From an optimization exercise on the open Yosys and OpenROAD flow, aimed at small area, a short achievable clock period and few clock cycles per item; shortcuts taken in it are not production practice. Where RTL was checked, it was by simulation tests only, not by an equivalence proof against the original. Power figures rest on the tool's default switching activity, not on a simulated workload.

Design tsq_decoder, start of the top module:
module tsq_decoder (
    input  wire        clk,
    input  wire        rst,           
    input  wire        start,         
    input  wire        ext,           
    input  wire [22:0] in_size,       
    output wire        idle,
    input  wire        in_valid,
    input  wire [7:0]  in_data,
    output wire        in_ready,
    output wire        mem_re,
    output wire [17:0] mem_raddr,
    input  wire [7:0]  mem_rdata,     
    output wire        mem_we,
    output wire [17:0] mem_waddr,
    output wire [7:0]  mem_wdata,
    output wire        done,          
    output wire [3:0]  status,
    output wire [18:0] out_size
);
    localparam [22:0] OUTPUT_SIZE = 23'd327680;
    localparam [2:0] ST_OK       = 3'd0;
    localparam [2:0] ERR_SIZE    = 3'd2;
    localparam [2:0] ERR_INSIZE  = 3'd3;
    localparam [2:0] ERR_UNDERRUN= 3'd4;
    localparam [2:0] ERR_OFFSET  = 3'd5;
    localparam [2:0] ERR_OVERLAP = 3'd6;
    localparam [2:0] ERR_OVERRUN = 3'd7;
    localparam [3:0] P_IDLE = 4'd0,
                     P_HDR  = 4'd1,    
                     P_WAIT = 4'd2,    
                     P_GHDR = 4'd3,    
                     P_LIT  = 4'd4,    
  ...
clock: 7.5 ns
lec_check: 0
cap_margin: 20
core_margin: 2
core_utilization: 40
slew_margin: 20
run.sh (not shown) runs the stock make flow with config.mk's settings and CLKGATE_MAP_FILE= SYNTH_SCRIPT=/design/flow/synth_recipe.tcl, a recipe that flattens the netlist after the stock synthesis.
The first run went through all stages and came out clean.
Testbench counts at the start, summed over its fixed seeds: cycles 399,845, bytes 355,495.
Change:
--- a/flow/config.mk
+++ b/flow/config.mk
@@ -10,2 +10,3 @@
 export CORE_UTILIZATION = 40
+export SETUP_SLACK_MARGIN = 5
 export SLEW_MARGIN = 20
=> The new run ran to the end with no violations; clock skew is about the same; synthesized area does not change; clock-buffer cell count went up by 1; sequential power hardly moves; non-clock buffer count rose by 301; worst setup slack is better by 0.84 ns; synthesized cell count is unchanged; hold slack gets worse by 0.031 ns; routed wire length went up by 27%; global-route usage rose by 3.4 points; critical path depth came out higher by 2.

== try-sierra ==
tsq_decoder, a different RTL version from the one above (not shown whole).
Size: ~1400 cells after synthesis, ~250 flip-flops.
==> flow/config.mk <==
export PLATFORM = sky130hd
export DESIGN_NAME = tsq_decoder
export DESIGN_NICKNAME = tsq_decoder
export VERILOG_FILES = /design/flow/design.v
export SDC_FILE = /design/flow/constraint.sdc
export NUM_CORES = 4
export LEC_CHECK = 0
export CAP_MARGIN = 20
export CORE_MARGIN = 2
export CORE_UTILIZATION = 40
export SETUP_SLACK_MARGIN = 4.7
export SLEW_MARGIN = 20
==> flow/constraint.sdc <==
create_clock -name core_clock -period 7.5 [get_ports {clk}]
set_input_delay 1.5000 -clock core_clock [delete_from_list [all_inputs] [get_ports {clk}]]
set_output_delay 1.5000 -clock core_clock [all_outputs]
set_load 0.01 [all_outputs]
diff inputs: try-sierra => try-tundra
Settings: putting ABC_AREA at 1 where nothing was set; swapping 4.7 for 4.6 in SETUP_SLACK_MARGIN.
Notes after the runs:
Delta (try-tundra minus try-sierra): routing usage on met3 decreased by 0.38 points relative to the old numbers; chip height rose by 7.1 um; overall routed net length now sits higher; via count has increased.
try-tundra against try-sierra: internal power contribution increased by 23 uW relative to the old numbers; fraction of layout cells with a size suffix above 1 decreased by 8.5 points relative to the old numbers; total power closely matched the old numbers; cell area increased by 2.8% relative to the old numbers; post-detailed-route wirelength per cell decreased by 1.3 um relative to the old numbers.
Against try-sierra as the reference, try-tundra delivers a higher wire length of the first global-routing pass.
Inputs modified between try-tundra and try-cedar:
Settings: ABC_AREA: 1 -> unset; CORE_UTILIZATION: 40 -> 60.
==> notes.md <==
Number of standard-cell rows in the floorplan (lower): try-cedar. Side by side, post-route cell area turned out lower in try-cedar than in try-tundra. The routed length on met2 in try-tundra is 1.2 times that in try-cedar. Share of total power in the clock network: try-cedar and try-tundra compared, higher one is try-tundra. Between try-tundra and try-cedar, the flow reports routed wire length decreasing by more than 10%. Comparing try-cedar and try-tundra, mean instance size in the synthesized netlist is lower on try-tundra. try-tundra -> try-cedar: fmax increased by a few percent. Critical path depth, try-cedar and try-tundra, lower one = try-cedar.
Setup changes, try-cedar to try-lagoon
Settings: changing CORE_UTILIZATION from 60 to 40; changing SETUP_SLACK_MARGIN from 4.6 to 4.5.
==> notes.md <==
Comparing try-cedar and try-lagoon, the lower post-layout minimum cycle time was measured on try-cedar. Critical path class: in -> reg -> try-lagoon, reg -> out -> try-cedar. NOTE met1 wire length try-cedar->try-lagoon increased slightly. NOTE: path length in cells of the critical path in try-lagoon exceeds that of try-cedar. try-lagoon ends up with a number of cells in the finished layout apart from fillers that is 162 higher than in try-cedar. The final reports for try-lagoon and try-cedar show sequential share of layout area lower in the former.
Function was not checked in any run of this note: the RTL went through the layout flow alone.

Another version of the RTL of tsq_decoder (not shown whole).
Size in the first run: about 1400 cells after synthesis, about 250 flip-flops, roughly 120 I/O pins.
export LEC_CHECK = 0
export CAP_MARGIN = 20
export CORE_MARGIN = 2
export CORE_UTILIZATION = 60
export CTS_CLUSTER_DIAMETER = 60
export CTS_CLUSTER_SIZE = 20
export SETUP_SLACK_MARGIN = 4.9
export SLEW_MARGIN = 20
create_clock -name core_clock -period 7.5 [get_ports {clk}]
standard.sh (not shown) runs the stock make flow with config.mk's settings and CLKGATE_MAP_FILE= SYNTH_SCRIPT=/design/flow/synth_recipe.tcl, a recipe that flattens the netlist after the stock synthesis.
==> flow/flow/run.sh <==
#!/bin/bash
# The standard layout, with the port buffers placed as the smallest buffer
# cell (the resizer sizes them up where timing needs it).
set -euo pipefail
export BUFFER_PORTS_ARGS="-buffer_cell sky130_fd_sc_hd__buf_1"
bash standard.sh > standard.log 2>&1
The baseline completed with no timing, DRC or antenna violations.
Testbench counts at the start, summed over its fixed seeds: cycles 402,748, bytes 355,495.
==> next run, changes <==
Settings changed: SETUP_SLACK_MARGIN 4.9 to 4.7.
=>
- The new run finished clean
- worst setup slack is worse by 0.10 ns
- sequential cell count does not change
- die area does not change
- sequential power hardly moves
- utilization came out lower by 4.1 points
- combinational power goes down by 14%
- power shrinks by 0.81%
- maximum frequency is lower by 3.7%
- sequential share of layout area increases by 1.7 points
- global-route usage shrinks by 0.76 points
- first-iteration DRC count falls by 23%
==> next run, changes <==
Settings changed: CTS_BUF_LIST set to sky130_fd_sc_hd__clkbuf_8, CTS_CLUSTER_DIAMETER 60 to 50, CTS_CLUSTER_SIZE 20 to 14, SETUP_SLACK_MARGIN 4.7 to 4.8.
After rerunning:
- power fell by roughly a tenth
- routed wire length fell slightly
- design area rose slightly
- sequential cell count stays the same
- worst setup slack improves by 0.046 ns
- global-route usage fell by 0.33 points
- die area does not change
- count of clock-buffer cells in the layout rose by 3
- fmax rose slightly
==> next run, changes <==
Settings changed: CTS_BUF_LIST sky130_fd_sc_hd__clkbuf_8 to unset, CTS_CLUSTER_DIAMETER 50 to 60, CTS_CLUSTER_SIZE 14 to 20, GPL_TIMING_DRIVEN set to 0.
Outcome:
- sequential power is about the same
- total power rises by 8.2%
- utilization rises by 1.3 points
- setup slack barely changes
- die area does not change
- routed wire length rises by 4.1%
- final cell count rises by about 0.5%
- via count rises by 1.7%
==> next run, changes <==
Settings changed: CAP_MARGIN 20 to 0, GPL_TIMING_DRIVEN 0 to unset, SLEW_MARGIN 20 to 0.
Outcome:
- synthesized cell count stays the same
- via count falls by a few percent
- utilization falls by 1.4 points
- setup slack is better by 0.047 ns
- first-iteration DRC count falls by a quarter to a third
- synthesized area does not change

-- static timing again, ports no longer ideal --
The flow's constraints put no driver on any port. The routed layouts listed below were extracted and timed again, unchanged, in two steps.
Step 1: set_driving_cell puts a clkbuf_16 on clk and a buf_2 on each other input, an assumption about the parent block.
Step 2 also shifts input and output timing later by t, the mid clock arrival at the registers, as if the neighbouring blocks saw the same clock.
Three values: ideal, step 1, step 2; two values: the first two.
run | shift t [ns] | slack for setup (ns) | latest minus earliest clock arrival (ns)
the first run of note 1 | 0.611 | 3.371 / 3.313 / 3.069 | 0.012 / 0.012
the second run of note 1 | 0.593 | 4.206 / 4.151 / 4.239 | 0.013 / 0.013
try-sierra | 0.597 | 4.571 / 4.519 / 4.144 | 0.010 / 0.011
try-tundra | 0.600 | 4.522 / 4.470 / 4.093 | 0.018 / 0.018
try-cedar | 0.583 | 4.582 / 4.533 / 4.072 | 0.013 / 0.012
try-lagoon | 0.591 | 4.394 / 4.419 / 3.829 | 0.020 / 0.019
the first run of note 3 | 0.599 | 4.843 / 4.796 / 4.306 | 0.018 / 0.017
the second run of note 3 | 0.576 | 4.742 / 4.696 / 4.228 | 0.021 / 0.022
the third run of note 3 | 0.614 | 4.788 / 4.745 / 4.218 | 0.019 / 0.020
the fourth run of note 3 | 0.561 | 4.787 / 4.786 / 4.271 | 0.027 / 0.026
the fifth run of note 3 | 0.554 | 4.833 / 4.787 / 4.304 | 0.015 / 0.016
After both steps setup and hold are still met in every run listed. For the third run of note 3, which loses most, drivers alone change the setup slack by -0.043 ns; drivers and shift together by -0.570 ns.
